From an optimization exercise on the open Yosys and OpenROAD flow, aimed at small area; shortcuts taken in it are not production practice. Only simulation tests tie the RTL to the original design; equivalence was not proved. Power is estimated from default activity; no workload was simulated. The flow treats the clock pin as an ideal source, which a real chip does not have.

==> inputs of job 7052 <==
// pm8121_codec
module pm8121_codec (
    input  wire        clk,
    input  wire        rst,
    input  wire        cmd_valid,
    output wire        cmd_ready,
    input  wire [15:0] cmd,
    output reg         rd_valid,
    output wire [7:0]  rd_data,
    input  wire        rx_valid,
    output wire        rx_ready,
    input  wire [9:0]  rx_word,
    output wire        tx_valid,
    input  wire        tx_ready,
    output wire [7:0]  tx_data,
    output wire        tx_last,
    input  wire        tx_fail
);
make LEC_CHECK=0 CAP_MARGIN=20 CORE_MARGIN=2 CORE_UTILIZATION=40 CTS_CLUSTER_DIAMETER=80 CTS_CLUSTER_SIZE=30 SLEW_MARGIN=20 finish   # period 10.0 ns
run.sh (not shown) runs the stock make flow with config.mk's settings and CLKGATE_MAP_FILE= SYNTH_SCRIPT=/design/flow/synth_recipe.tcl, a recipe that flattens the netlist after the stock synthesis.
==> inputs of job 7799, as changes to job 7052 <==
--- a/flow/design.v
+++ b/flow/design.v
@@ -64,15 +64,14 @@
     reg  [7:0] enc_opcode;
     reg  [7:0] enc_nargs;
     reg  [2:0] tx_ph;         
     reg        tx_vld;        
     reg  [7:0] tx_k;          
     reg  [7:0] emit_crc;      
     reg  [7:0] dbyte;         
-    reg        enc_pend;      
     reg  [2:0] rx_state;
     reg  [3:0] rx_status;
     reg  [7:0] rx_sent_opcode;
     reg  [7:0] rx_len;
     reg  [7:0] rx_count;
     reg  [7:0] rx_crc;
     reg  [1:0] rx_fault;
@@ -101,56 +100,50 @@
     wire       enc_at   = (pos == enc_ridx[LW-1:0]);
     wire       info_reg = (opc == OPC_REG_READ) && (opd == 8'h17);
     wire [7:0] rx_ridx  = info_reg ? ((rx_status == ST_OUT_OF_BAND) ? 8'd2 : 8'd1) : opd;
     wire       rx_at    = (pos == rx_ridx[LW-1:0]);
     wire       rxw_at   = (pos == rx_count[LW-1:0]);
     wire       encw_at  = (pos == enc_nargs[LW-1:0]);
     wire       enc_we;
-    wire [7:0] enc_wdata;
     wire       rx_we;
     wire [7:0] enc_head [0:NR-1];
     wire [7:0] rx_head  [0:NR-1];
     genvar g;
     generate
         for (g = 0; g < NR; g = g + 1) begin : g_ring
             reg [8*RL-1:0] eb;
             reg [8*RL-1:0] rb;
             wire ew = enc_we && (enc_nargs[7:LW] == g);
             wire rw = rx_we  && (rx_count[7:LW]  == g);
             always @(posedge clk) begin
-                eb <= {(ew ? enc_wdata : eb[7:0]), eb[8*RL-1:8]};
+                eb <= {(ew ? opd     : eb[7:0]), eb[8*RL-1:8]};
                 rb <= {(rw ? rx_byte : rb[7:0]), rb[8*RL-1:8]};
             end
             assign enc_head[g] = eb[7:0];
             assign rx_head[g]  = rb[7:0];
         end
     endgenerate
     wire [7:0] enc_rdata = enc_head[enc_ridx[7:LW]];
     wire [7:0] rx_rdata  = rx_head[rx_ridx[7:LW]];
     wire arg_wr = (enc_status == ENC_OPEN) && (enc_nargs < 8'd253);
-    wire enc_commit = enc_pend && encw_at;
-    wire arg_wr_nx  = (enc_status == ENC_OPEN) && (enc_nargs < 8'd252);
     reg cmd_wait;
     always @(*) begin
         case (opc)
-            OPC_ENC_ARG:     cmd_wait = enc_pend && !(enc_commit && arg_wr_nx);
-            OPC_ENCBUF_READ: cmd_wait = enc_pend || ((opd < 8'd253) && !enc_at);
-            OPC_RXBUF_READ:  cmd_wait = enc_pend || ((opd != 8'd0) && (opd != 8'd255) && !rx_at);
-            OPC_REG_READ:    cmd_wait = enc_pend || (info_reg && !rx_at &&
+            OPC_ENC_ARG:     cmd_wait = arg_wr && !encw_at;
+            OPC_ENCBUF_READ: cmd_wait = (opd < 8'd253) && !enc_at;
+            OPC_RXBUF_READ:  cmd_wait = (opd != 8'd0) && (opd != 8'd255) && !rx_at;
+            OPC_REG_READ:    cmd_wait = info_reg && !rx_at &&
                                         ((rx_status == ST_OUT_OF_BAND) ||
-                                         (rx_status == ST_UNRECOGNIZED_CONTROL)));
-            default:         cmd_wait = enc_pend;
+                                         (rx_status == ST_UNRECOGNIZED_CONTROL));
+            default:         cmd_wait = 1'b0;
         endcase
     end
     assign cmd_ready = !emitting && !cmd_wait;
     wire cmd_fire = cmd_valid && cmd_ready;
-    wire arg_fire = cmd_fire && (opc == OPC_ENC_ARG);
-    wire arg_now  = arg_fire && !enc_pend && arg_wr && encw_at;
-    assign enc_we    = enc_commit || arg_now;
-    assign enc_wdata = enc_pend ? dbyte : opd;
+    assign enc_we = cmd_fire && (opc == OPC_ENC_ARG) && arg_wr;
     wire [7:0] crc_idx = emitting ? (emit_crc ^ dbyte) : (crc_acc ^ opd);
     wire [7:0] crc_next;
     wire [7:0] rx_crc_next;
     pm8121_crc_rom u_rom    (.idx(crc_idx),          .val(crc_next));
     pm8121_crc_rom u_rx_rom (.idx(rx_crc ^ rx_byte), .val(rx_crc_next));
     wire [7:0] rx_remaining = rx_len - rx_count;
     wire       rlen_set     = (rx_status == ST_OK) ||
@@ -188,44 +181,32 @@
             cmd_illegal <= 1'b0;
             rd_valid    <= 1'b0;
             enc_status  <= ENC_IDLE;
             enc_opcode  <= 8'h00;
             enc_nargs   <= 8'd0;
             tx_ph       <= TX_IDLE;
             tx_vld      <= 1'b0;
-            enc_pend    <= 1'b0;
         end else begin
             rd_valid <= 1'b0;
-            if (enc_commit) begin
-                enc_pend  <= 1'b0;
-                enc_nargs <= enc_nargs + 8'd1;
-            end
             if (cmd_fire) begin
                 case (opc)
                     OPC_NOP, OPC_RX_BEGIN: ;
                     OPC_CRC_CLEAR:  crc_acc <= 8'h00;
                     OPC_CRC_UPDATE: crc_acc <= crc_next;
                     OPC_ENC_BEGIN: begin
                         enc_opcode <= opd;
                         enc_nargs  <= 8'd0;
                         enc_status <= ENC_OPEN;
                     end
                     OPC_ENC_ARG: begin
                         if (enc_status == ENC_OPEN) begin
-                            if (enc_pend) begin
-                                enc_pend <= 1'b1;
-                                dbyte    <= opd;
-                            end else if (!arg_wr) begin
-                                enc_status <= ENC_TOO_LONG;
-                            end else if (encw_at) begin
+                            if (arg_wr)
                                 enc_nargs <= enc_nargs + 8'd1;
-                            end else begin
-                                enc_pend <= 1'b1;
-                                dbyte    <= opd;
-                            end
+                            else
+                                enc_status <= ENC_TOO_LONG;
                         end else if (enc_status != ENC_TOO_LONG) begin
                             enc_status <= ENC_NOT_OPEN;
                         end
                     end
                     OPC_ENC_EMIT: begin
                         if (enc_status == ENC_OPEN) begin
                             tx_ph    <= TX_STX;
Settings changed: CTS_CLUSTER_DIAMETER 80 to unset, CTS_CLUSTER_SIZE 30 to unset.
==> summary of the runs <==
Job 7799 went through all stages and came out clean. Job 7052 finished with timing, DRC and antenna clean.
Between job 7052 and job 7799, the lower clock-buffer cell count is in job 7052 (gap 354).
In job 7052 the routed wire length is higher than in job 7799, by 1.3%.
Of job 7799 and job 7052, job 7799 has the higher via count (gap 0.60%, measured against job 7052).
Of job 7799 and job 7052, job 7052 has the higher critical path depth (gap 2).
Sequential power is about the same in job 7052 and job 7799.
Global-route usage: job 7052 is higher than job 7799 (0.23 points).
Against job 7799, the clock power of job 7052 is smaller by about 40%.
==> figures <==
item	job 7799	job 7052
Status	finished clean	finished clean
Met1 usage in global routing	19.6%	21.3%
Arrival time reported for the critical path endpoint	5.02 ns	5.46 ns
Met1 layer wirelength in the final routing	83,900 µm	91,300 µm
Met3 global-route usage	2.83%	2.18%
Area occupied by multi-input gates	11,700 µm²	11,900 µm²
Comb power frac	0.8%	1.5%
Final weighted congestion of routability-driven global placement	0.900	0.925
Final worst slack	2.98 ns	2.54 ns
R2R Setup Slk	5.35 ns	5.07 ns
Period utilization	70.2%	74.6%
Source of the worst register-to-register timing path	enc_nargs[4]$_SDFFE_PP0P_	pos[1]$_SDFF_PP0_
Num Clock Sinks	4,202	4,203
Clock Power Share	45.5%	32.3%
Final core occ	47.2%	44.2%
CTS clock-pin slew for the worst setup and hold paths	0.06 ns	0.11 ns

========
==> inputs of run a <==
Another version of the RTL of pm8121_codec (not shown whole).
## pm8121_codec
module pm8121_codec (
    input  wire        clk,
    input  wire        rst,
    input  wire        cmd_valid,
    output wire        cmd_ready,
    input  wire [15:0] cmd,
    output reg         rd_valid,
    output wire [7:0]  rd_data,
    input  wire        rx_valid,
    output wire        rx_ready,
    input  wire [9:0]  rx_word,
    output wire        tx_valid,
    input  wire        tx_ready,
    output wire [7:0]  tx_data,
    output wire        tx_last,
    input  wire        tx_fail
);
Settings: LEC_CHECK=0, CAP_MARGIN=20, CORE_MARGIN=2, CORE_UTILIZATION=40, CTS_CLUSTER_DIAMETER=80, CTS_CLUSTER_SIZE=30, SLEW_MARGIN=20; clock period 10.0 ns.
==> run b (differences from run a) <==
==> flow/flow/run.sh (new file) <==
#!/bin/bash
# The standard layout (standard.sh: standard synthesis, floorplan, place,
# CTS, route, finish) with one change: clock tree synthesis runs without dummy
# loads, and with clkbuf_8 in the tree above the sink clusters. The clock
# period, constraints, power grid, tap cells and port buffering are the standard flow's.
set -euo pipefail
export CTS_ARGS="-sink_clustering_enable -repair_clock_nets -dont_use_dummy_load -sink_clustering_size 30 -sink_clustering_max_diameter 80 -tree_buf sky130_fd_sc_hd__clkbuf_8"
bash standard.sh > standard.log 2>&1
==> flow/standard.sh (new file) <==
#!/bin/bash
# synth_recipe.tcl (not shown) runs the flow's synth.tcl, then flattens the netlist and writes it again
# the make line also repeats each setting of config.mk as NAME=value (left out here)
make -C /OpenROAD-flow-scripts/flow DESIGN_CONFIG=/design/flow/config.mk WORK_HOME=/design/flow/orfs CLKGATE_MAP_FILE= SYNTH_SCRIPT=/design/flow/synth_recipe.tcl "${@:-finish}"
removed: flow/run.sh
==> notes <==
Run b finished clean. Run a produced a clean layout. Between run a and run b, the lower clock power is in run b (gap 9.2%, measured against run b). Non-clock buffer count is the same in run a and run b. Wire length is about the same in run a and run b. Between run b and run a, the lower setup slack is in run a (gap 0.088 ns). In run a the utilization is higher than in run b, by 0.36 points. In synthesized cell count, run a and run b do not differ. Between run b and run a, the lower first-iteration DRC count is in run a (gap about 1.8%, measured against run a). In critical path depth, run a and run b do not differ. In sequential power, run a and run b hardly differ.
==> figures <==
item	run b	run a
Run status	no timing/DRC/antenna violations	no timing/DRC/antenna violations
Clock Power Share	0.299	0.318
Drt initial violations	2690	2642
Worst clock skew	0.1885 ns	0.05870 ns
PwrDens	232.6 nW/µm²	237.0 nW/µm²
Overall Global Routing Usage	0.1421	0.1426
Combinational Power	0.269 mW	0.270 mW
Maximum resistive drop on vdd	0.1248 mV	0.1769 mV
Antenna Diode Count	16	8
Number of iterations in the first detailed-routing pass	7	6
Routed met1 length	82710 µm	82650 µm
Met2 track demand over resource in global routing	0.2286	0.2292
DR WL met3	6535 µm	6534 µm
Internal Pwr Total	19.62 mW	19.98 mW
Share of the cycle needed by the critical path after routing	0.8073	0.8161
Global-route wire length before repair	256200 µm	256900 µm
Worst Tran Pin Value	1.052 ns	1.142 ns
Fraction of area in multi-input gates	0.1058	0.1049
Seq area share	0.8070	0.8005

========
==> job 8371: inputs <==
Another version of the RTL of pm8121_codec (not shown whole).
==> flow/config.mk <==
export PLATFORM = sky130hd
export DESIGN_NAME = pm8121_codec
export DESIGN_NICKNAME = pm8121_codec
export VERILOG_FILES = /design/flow/design.v
export SDC_FILE = /design/flow/constraint.sdc
export NUM_CORES = 4
export LEC_CHECK = 0
export CAP_MARGIN = 20
export CORE_MARGIN = 2
export CORE_UTILIZATION = 40
export CTS_CLUSTER_DIAMETER = 80
export CTS_CLUSTER_SIZE = 30
export SLEW_MARGIN = 20
==> flow/constraint.sdc <==
create_clock -name core_clock -period 10.0 [get_ports {clk}]
set_input_delay 2.0000 -clock core_clock [delete_from_list [all_inputs] [get_ports {clk}]]
set_output_delay 2.0000 -clock core_clock [all_outputs]
set_load 0.01 [all_outputs]
standard.sh (not shown) runs the stock make flow with config.mk's settings and CLKGATE_MAP_FILE= SYNTH_SCRIPT=/design/flow/synth_recipe.tcl, a recipe that flattens the netlist after the stock synthesis.
==> flow/flow/run.sh <==
#!/bin/bash
# The standard layout (standard.sh) with three changes:
#  1. synthesis uses flow/my_synth.tcl: the standard flow's synthesis script with an
#     area-oriented ABC mapping of the combinational logic (same registers);
#  2. clock tree synthesis runs without dummy loads, with clkbuf_8 in the tree
#     above the sink clusters;
#  3. the buffer placed on every input and output port is buf_1.
# The clock period, constraints, floorplan, power grid, tap cells,
# placement, routing and finishing are the standard flow's own.
set -euo pipefail
here=$(pwd)
sed "s#SYNTH_SCRIPT=[^ ]*#SYNTH_SCRIPT=$here/flow/my_synth.tcl#" standard.sh > my_standard.sh
grep -q "SYNTH_SCRIPT=$here/flow/my_synth.tcl" my_standard.sh
bash my_standard.sh synth > synth.log 2>&1
export CTS_ARGS="-sink_clustering_enable -repair_clock_nets -dont_use_dummy_load -sink_clustering_size 30 -sink_clustering_max_diameter 80 -tree_buf sky130_fd_sc_hd__clkbuf_8"
export BUFFER_PORTS_ARGS="-buffer_cell sky130_fd_sc_hd__buf_1"
bash standard.sh > standard.log 2>&1
==> flow/flow/my_synth.tcl <==
# The standard synthesis script (synth_recipe.tcl) with one change: ORFS's
# final ABC technology mapping of the combinational logic runs Yosys's default
# liberty-mapping script (with &nf area recovery) instead of ORFS's
# delay-oriented abc_speed.script. Flip-flops are mapped by dfflibmap before
# this step, so the registers, their names and their cells are unchanged.
proc synth {args} { yosys synth -nofsm -noshare {*}$args }
proc abc {args} {
  set keep {}
  set i 0
  while {$i < [llength $args]} {
    set a [lindex $args $i]
    if {$a in {-liberty -dont_use}} {
      lappend keep $a [lindex $args [expr {$i + 1}]]
      incr i 2
    } elseif {$a in {-script -constr -D}} {
      incr i 2
    } else {
      lappend keep $a
      incr i
    }
  }
  yosys abc {*}$keep -script "+strash;&get,-n;&fraig,-x;&put;scorr;dc2;dretime;strash;&get,-n;&dch,-f;&nf,-R,1000;&put"
}
source $::env(SCRIPTS_DIR)/synth.tcl
# left out here: clear keep_hierarchy, flatten, clean up, hide names made inside functions, write 1_2_yosys.v
==> job 1241: changes against job 8371 <==
--- a/flow/design.v
+++ b/flow/design.v
@@ -26,17 +26,16 @@
     input  wire        tx_ready,
     output wire [7:0]  tx_data,
     output wire        tx_last,
     input  wire        tx_fail
 );
     localparam integer LW = 4;                
     localparam integer RL = 1 << LW;          
     localparam integer NR = 256 / RL;         
-    localparam integer EL = 253 - (NR - 1) * RL;   
     localparam [7:0] OPC_NOP         = 8'h00;
     localparam [7:0] OPC_CRC_CLEAR   = 8'h01;
     localparam [7:0] OPC_CRC_UPDATE  = 8'h02;
     localparam [7:0] OPC_ENC_BEGIN   = 8'h10;
     localparam [7:0] OPC_ENC_ARG     = 8'h11;
     localparam [7:0] OPC_ENC_EMIT    = 8'h12;
     localparam [7:0] OPC_RX_BEGIN    = 8'h20;
     localparam [7:0] OPC_REG_READ    = 8'h30;
@@ -64,42 +63,34 @@
     reg        rx_illegal;
     reg  [2:0] enc_status;
     reg  [7:0] enc_opcode;
     reg  [7:0] enc_nargs;
     reg        enc_pend;      
     reg  [2:0] tx_ph;         
     reg        tx_vld;        
     reg  [7:0] tx_k;          
-    reg        tx_pfv;        
-    reg  [7:0] tx_pf;
     reg  [7:0] emit_crc;      
     reg  [7:0] dbyte;         
     reg  [2:0] rx_state;
     reg  [3:0] rx_status;
     reg  [7:0] rx_sent_opcode;
     reg  [7:0] rx_len;
     reg  [7:0] rx_count;
     reg  [7:0] rx_crc;
     reg  [1:0] rx_fault;
     reg        f_ack;         
     reg        f_nak;         
     reg        f_echo;        
-    reg        rx_pend;       
-    reg  [7:0] rx_pdata;
     reg  [LW-1:0] pos;        
-    reg  [LW-1:0] pos_l;      
     always @(posedge clk) begin
-        if (rst) begin
-            pos   <= {LW{1'b0}};
-            pos_l <= {LW{1'b0}};
-        end else begin
-            pos   <= pos + 1'b1;
-            pos_l <= (pos_l == EL - 1) ? {LW{1'b0}} : pos_l + 1'b1;
-        end
+        if (rst)
+            pos <= {LW{1'b0}};
+        else
+            pos <= pos + 1'b1;
     end
     wire [7:0] opc = cmd[15:8];
     wire [7:0] opd = cmd[7:0];
     wire [1:0] rx_kind = rx_word[9:8];
     wire [7:0] rx_byte = rx_word[7:0];
     wire emitting  = (tx_ph != TX_IDLE);
     assign tx_valid = tx_vld;
     assign tx_data  = dbyte;
@@ -108,65 +99,56 @@
     wire tx_fire = tx_vld && tx_ready;
     wire st_start = (rx_state == RX_START);
     wire st_len   = (rx_state == RX_LENGTH);
     wire st_data  = (rx_state == RX_DATA);
     wire st_chk   = (rx_state == RX_CHECKSUM);
     wire st_end   = (rx_state == RX_END);
     wire rx_active = st_start || st_len || st_data || st_chk || st_end;
     wire [7:0] enc_ridx = emitting ? tx_k : opd;
-    wire       enc_at   = ((&enc_ridx[7:LW]) ? pos_l : pos) == enc_ridx[LW-1:0];
+    wire       enc_at   = (pos == enc_ridx[LW-1:0]);
     wire       info_reg = (opc == OPC_REG_READ) && (opd == 8'h17);
     wire [7:0] rx_ridx  = info_reg ? ((rx_status == ST_OUT_OF_BAND) ? 8'd2 : 8'd1) : opd;
     wire       rx_at    = (pos == rx_ridx[LW-1:0]);
-    wire       rxw_at    = (pos == rx_count[LW-1:0]);
-    wire [LW-1:0] pos_nx = pos + 1'b1;
-    wire       rx_commit = rx_pend && (pos_nx == rx_count[LW-1:0]);
-    wire [7:0] count_dec = rx_count - 8'd1;
-    wire [7:LW] rx_wring = rx_pend ? count_dec[7:LW] : rx_count[7:LW];
-    wire       encw_at  = ((&enc_nargs[7:LW]) ? pos_l : pos) == enc_nargs[LW-1:0];
+    wire       rxw_at   = (pos == rx_count[LW-1:0]);
+    wire       encw_at  = (pos == enc_nargs[LW-1:0]);
     wire       enc_we;
     wire [7:0] enc_wdata;
     wire       rx_we;
-    wire [7:0] rx_wdata;
     wire [7:0] enc_head [0:NR-1];
     wire [7:0] rx_head  [0:NR-1];
     genvar g;
     generate
         for (g = 0; g < NR; g = g + 1) begin : g_ring
-            localparam integer ELEN = (g == NR - 1) ? EL : RL;
-            reg [8*ELEN-1:0] eb;
+            reg [8*RL-1:0] eb;
             reg [8*RL-1:0] rb;
             wire ew = enc_we && (enc_nargs[7:LW] == g);
-            wire rw = rx_we  && (rx_wring == g);
+            wire rw = rx_we  && (rx_count[7:LW]  == g);
             always @(posedge clk) begin
-                eb <= {(ew ? enc_wdata : eb[7:0]), eb[8*ELEN-1:8]};
-                rb <= {(rw ? rx_wdata  : rb[7:0]), rb[8*RL-1:8]};
+                eb <= {(ew ? enc_wdata : eb[7:0]), eb[8*RL-1:8]};
+                rb <= {(rw ? rx_byte   : rb[7:0]), rb[8*RL-1:8]};
             end
             assign enc_head[g] = eb[7:0];
             assign rx_head[g]  = rb[7:0];
         end
     endgenerate
     wire [7:0] enc_rdata = enc_head[enc_ridx[7:LW]];
     wire [7:0] rx_rdata  = rx_head[rx_ridx[7:LW]];
     wire enc_open  = (enc_status == ENC_OPEN);
     wire arg_wr    = enc_open && (enc_nargs < 8'd253);
     wire arg_wr_nx = enc_open && (enc_nargs < 8'd252);
     wire enc_commit = enc_pend && encw_at;
     wire info_set = (rx_status == ST_OUT_OF_BAND) ||
                     (rx_status == ST_UNRECOGNIZED_CONTROL);
-    wire rx_hit = rx_pend && (opd == count_dec);    
     reg cmd_wait;
     always @(*) begin
         case (opc)
             OPC_ENC_ARG:     cmd_wait = enc_pend && !(enc_commit && arg_wr_nx);
             OPC_ENCBUF_READ: cmd_wait = enc_pend || ((opd < 8'd253) && !enc_at);
-            OPC_RXBUF_READ:  cmd_wait = enc_pend || rx_hit ||
-                                        ((opd != 8'd0) && (opd != 8'd255) && !rx_at);
-            OPC_RX_BEGIN:    cmd_wait = enc_pend || rx_pend;
+            OPC_RXBUF_READ:  cmd_wait = enc_pend || ((opd != 8'd0) && (opd != 8'd255) && !rx_at);
             OPC_REG_READ:    cmd_wait = enc_pend || (info_reg && info_set && !rx_at);
             default:         cmd_wait = enc_pend;
         endcase
     end
     assign cmd_ready = !emitting && !cmd_wait;
     wire cmd_fire = cmd_valid && cmd_ready;
     wire c_crc_clr = cmd_fire && (opc == OPC_CRC_CLEAR);
     wire c_crc_upd = cmd_fire && (opc == OPC_CRC_UPDATE);
@@ -188,18 +170,17 @@
     wire arg_long = c_enc_arg && !enc_pend && enc_open && !arg_wr;
     wire arg_bad  = c_enc_arg && !enc_open && (enc_status != ENC_TOO_LONG);
     assign enc_we    = enc_commit || arg_now;
     assign enc_wdata = enc_pend ? dbyte : opd;
     wire [7:0] crc_idx = emitting ? (emit_crc ^ dbyte) : (crc_acc ^ opd);
     wire [7:0] crc_next;
     wire [7:0] rx_crc_next;
     pm8121_crc_rom u_rom    (.idx(crc_idx),          .val(crc_next));
-    wire [7:0] rx_crc_idx = rx_crc ^ rx_byte;
-    pm8121_crc_rom u_rx_rom (.idx(rx_crc_idx), .val(rx_crc_next));
+    pm8121_crc_rom u_rx_rom (.idx(rx_crc ^ rx_byte), .val(rx_crc_next));
     wire [7:0] rx_remaining  = rx_len - rx_count;
     wire       rlen_set      = (rx_status == ST_OK) ||
                                ((rx_status == ST_NAK) && (rx_count >= 8'd3));
     wire [7:0] rx_result_len = rlen_set ? (rx_count - 8'd3) : 8'h00;
     reg [7:0] reg_rdata;
     always @(*) begin
         case (opd)
             8'h00: reg_rdata = crc_acc;
@@ -235,21 +216,16 @@
                 crc_acc <= 8'h00;
             else if (c_crc_upd)
                 crc_acc <= crc_next;
             if (c_illegal)
                 cmd_illegal <= 1'b1;
         end
     end
     wire tx_end = tx_fire && (tx_ph == TX_ETX);
-    wire tx_more  = (tx_k != enc_nargs);
-    wire tx_room  = !tx_pfv || (tx_fire && (tx_ph == TX_BODY));
-    wire tx_fetch = emitting && (tx_ph <= TX_BODY) && tx_more && enc_at && tx_room;
-    wire tx_d_take = tx_fire ? ((tx_ph == TX_BODY) && !tx_pfv) : !tx_vld;
-    wire tx_pf_take = tx_fetch && !tx_d_take;
     always @(posedge clk) begin
         if (rst) begin
             enc_status <= ENC_IDLE;
             enc_opcode <= 8'h00;
             enc_nargs  <= 8'd0;
             enc_pend   <= 1'b0;
             tx_ph      <= TX_IDLE;
             tx_vld     <= 1'b0;
@@ -274,85 +250,74 @@
                 enc_pend <= 1'b0;
             if (c_read || arg_hold)
                 dbyte <= c_read ? rd_result : opd;
             if (c_emit && enc_open) begin
                 tx_ph    <= TX_STX;
                 tx_vld   <= 1'b1;
                 dbyte    <= STX;
                 tx_k     <= 8'd0;
-                tx_pfv   <= 1'b0;
                 emit_crc <= 8'h00;
             end
             if (tx_fire) begin
                 case (tx_ph)
                     TX_STX: begin
                         tx_ph <= TX_LEN;
                         dbyte <= enc_nargs + 8'd2;
                     end
                     TX_LEN: begin
                         emit_crc <= crc_next;
                         tx_ph    <= TX_BODY;
                         dbyte    <= enc_opcode;
                     end
                     TX_BODY: begin
                         emit_crc <= crc_next;
-                        if (tx_pfv) begin
-                            dbyte  <= tx_pf;
-                        end else if (!tx_more) begin
+                        if (tx_k == enc_nargs) begin
                             tx_ph <= TX_CRC;
                             dbyte <= crc_next;
-                        end else if (tx_fetch) begin
+                        end else if (enc_at) begin
                             dbyte <= enc_rdata;
+                            tx_k  <= tx_k + 8'd1;
                         end else begin
                             tx_vld <= 1'b0;
                         end
                     end
                     TX_CRC: begin
                         tx_ph <= TX_ETX;
                         dbyte <= ETX;
                     end
                     default: begin
                         tx_ph  <= TX_IDLE;
                         tx_vld <= 1'b0;
                     end
                 endcase
-            end else if (emitting && !tx_vld && tx_fetch) begin
+            end else if (emitting && !tx_vld && enc_at) begin
                 dbyte  <= enc_rdata;
+                tx_k   <= tx_k + 8'd1;
                 tx_vld <= 1'b1;
             end
-            if (tx_fetch)
-                tx_k <= tx_k + 8'd1;
-            if (tx_pf_take)
-                tx_pf <= enc_rdata;
-            if (tx_pf_take)
-                tx_pfv <= 1'b1;
-            else if (tx_fire && (tx_ph == TX_BODY))
-                tx_pfv <= 1'b0;
         end
     end
-    assign rx_ready = rx_active && !c_rx_beg && (!rx_pend || rx_commit);
+    assign rx_ready = rx_active && !c_rx_beg && (!st_data || rxw_at);
     wire rx_fire   = rx_valid && rx_ready;
     wire byte_fire = rx_fire && (rx_kind == KIND_BYTE);
     wire b_stx  = (rx_byte == STX);
     wire b_zero = (rx_byte == 8'h00);
     wire b_one  = (rx_byte == 8'h01);
     wire b_etx  = (rx_byte == ETX);
-    wire crc_ok = (rx_crc_idx == 8'h00);
+    wire crc_ok = (rx_byte == rx_crc);
     wire [7:0] count_inc = rx_count + 8'd1;
     wire len_ok   = byte_fire && st_len && !b_zero;        
     wire grow     = len_ok || (byte_fire && st_data);      
     wire bad_len  = byte_fire && st_len && b_zero;
     wire bad_crc  = byte_fire && st_chk && !crc_ok;
     wire bad_etx  = byte_fire && st_end && !b_etx;
     wire dispatch = byte_fire && st_end && b_etx;
     wire clear    = c_rx_beg || bad_crc || bad_etx;        
-    wire data_fire = byte_fire && st_data;
-    assign rx_we    = rx_commit || (data_fire && !rx_pend && rxw_at);
-    assign rx_wdata = rx_pend ? rx_pdata : rx_byte;
+    assign rx_we = byte_fire && st_data;
     reg [3:0] disp_status;
     always @(*) begin
         if (rx_count < 8'd2)
             disp_status = ST_REPLY_TOO_SHORT;
         else if (f_ack)
             disp_status = (rx_count < 8'd3) ? ST_REPLY_TOO_SHORT :
                           f_echo ? ST_OK : ST_OUT_OF_BAND;
         else if (f_nak)
@@ -365,22 +330,17 @@
             rx_illegal     <= 1'b0;
             rx_state       <= RX_IDLE;
             rx_status      <= ST_NONE;
             rx_sent_opcode <= 8'h00;
             rx_len         <= 8'h00;
             rx_count       <= 8'h00;
             rx_crc         <= 8'h00;
             rx_fault       <= FLT_NONE;
-            rx_pend        <= 1'b0;
         end else begin
-            if (data_fire && (rx_pend || !rxw_at))
-                rx_pend <= 1'b1;
-            else if (rx_commit)
-                rx_pend <= 1'b0;
             if (rx_fire && (rx_kind == KIND_RSVD))
                 rx_illegal <= 1'b1;
             if (c_rx_beg)
                 rx_sent_opcode <= opd;
             if (clear) begin
                 rx_count <= 8'h00;
                 rx_crc   <= 8'h00;
             end else if (grow) begin
@@ -410,25 +370,23 @@
             if (c_rx_beg || bad_len || bad_crc || bad_etx)
                 rx_state <= RX_START;
             else if (dispatch || (rx_fire && ((rx_kind == KIND_EOS) || (rx_kind == KIND_FAIL))))
                 rx_state <= RX_DONE;
             else if (byte_fire && st_start && b_stx)
                 rx_state <= RX_LENGTH;
             else if (len_ok)
                 rx_state <= b_one ? RX_CHECKSUM : RX_DATA;
-            else if (byte_fire && st_data && (rx_remaining == 8'd1))
+            else if (byte_fire && st_data && (count_inc == rx_len))
                 rx_state <= RX_CHECKSUM;
             else if (byte_fire && st_chk)
                 rx_state <= RX_END;     
         end
     end
     always @(posedge clk) begin
-        if (data_fire && (rx_pend || !rxw_at))
-            rx_pdata <= rx_byte;
-        if (data_fire && (rx_count == 8'd1)) begin
+        if (rx_we && (rx_count == 8'd1)) begin
             f_ack <= (rx_byte == ACK);
             f_nak <= (rx_byte == NAK);
         end
-        if (data_fire && (rx_count == 8'd2))
+        if (rx_we && (rx_count == 8'd2))
             f_echo <= (rx_byte == rx_sent_opcode);
     end
 endmodule
==> flow/flow/run.sh (replaced) <==
#!/bin/bash
# The standard layout (standard.sh) with two changes:
#  1. synthesis uses flow/my_synth.tcl: the standard flow's synthesis script with an
#     area-oriented ABC mapping of the combinational logic (same registers);
#  2. clock tree synthesis runs without dummy loads, with clkbuf_8 in the tree
#     above the sink clusters.
# The clock period, constraints, floorplan, power grid, tap cells, port
# buffers, placement, routing and finishing are the standard flow's own.
set -euo pipefail
here=$(pwd)
sed "s#SYNTH_SCRIPT=[^ ]*#SYNTH_SCRIPT=$here/flow/my_synth.tcl#" standard.sh > my_standard.sh
grep -q "SYNTH_SCRIPT=$here/flow/my_synth.tcl" my_standard.sh
bash my_standard.sh synth > synth.log 2>&1
export CTS_ARGS="-sink_clustering_enable -repair_clock_nets -dont_use_dummy_load -sink_clustering_size 30 -sink_clustering_max_diameter 80 -tree_buf sky130_fd_sc_hd__clkbuf_8"
bash standard.sh > standard.log 2>&1
==> impl_metrics.ini <==
[synth]
avgSynthCellArea_sq_um = 16.4
synthCells = 5732

[run_status]
outcome = no timing/DRC/antenna violations

[place]
post-place-cells = 9006

[timing]
skew_ps = 102

[worst_setup_path]
path_delay_family = buffers and inverters

[global_routing]
grt_pass1_vias = 36576
grt_pass1_wl_um = 231000

[detailed_routing]
dr.first_iter.drc_count = 2685

[power]
comb-power_mw = 0.213
p_sw_mw = 4.64

[finish]
inverters = 22
[end of results for job 1241]
==> impl_metrics.ini <==
[detailed_routing]
dr.first_iter.drc_count = 2951

[power]
p_sw_mw = 4.67
comb-power_mw = 0.208

[finish]
inverters = 34
fin_util_pct = 43.9

[timing]
skew_ps = 169

[global_routing]
grt_pass1_wl_um = 240000

[synth]
avgSynthCellArea_sq_um = 15.9

[run_status]
outcome = no timing/DRC/antenna violations

[worst_setup_path]
path_delay_family = simple AND/OR/NAND/NOR gates

[place]
post-place-cells = 9177
[end of results for job 8371]

re-timing with driven ports:
The results above use ideal ports. As a check the final layouts listed here were re-extracted and re-timed, cells and wires unchanged. Step 1, drivers: a clkbuf_16 drives clk and a buf_2 each remaining input, both assumed. Step 2 adds t to the input delays and takes it off the output delays; t is the mean of the earliest and latest rising clock arrival at the registers after step 1. Input paths then give back, and output paths get back, about the clock's delay inside the block. Three values: no drivers, after step 1, after step 2; two values: the first two.
| run | shift t [ns] | setup WS [ns] | latest minus earliest clock arrival (ns) | worst register clock-pin slew, ns | worst slew at a driven data input, ns |
|---|---|---|---|---|---|
| job 7052 | 0.941 | 2.545 / 2.517 / 2.517 | 0.094 / 0.093 | 0.11 / 0.11 | 0.06 |
| job 7799 | 1.001 | 2.979 / 2.955 / 2.955 | 0.068 / 0.068 | 0.07 / 0.07 | 0.10 |
| run a | 0.929 | 1.839 / 1.816 / 1.816 | 0.069 / 0.069 | 0.11 / 0.11 | 0.15 |
| run b | 0.917 | 1.927 / 1.904 / 1.904 | 0.194 / 0.194 | 0.11 / 0.11 | 0.15 |
| job 8371 | 0.914 | 1.587 / 1.561 / 1.280 | 0.170 / 0.170 | 0.11 / 0.11 | 0.04 |
| job 1241 | 0.878 | 0.992 / 0.918 / 0.915 | 0.134 / 0.134 | 0.12 / 0.12 | 0.20 |
After both steps setup and hold are still met in every run listed. For job 8371, which loses most, drivers alone change the setup slack by -0.026 ns; drivers and shift together by -0.307 ns.
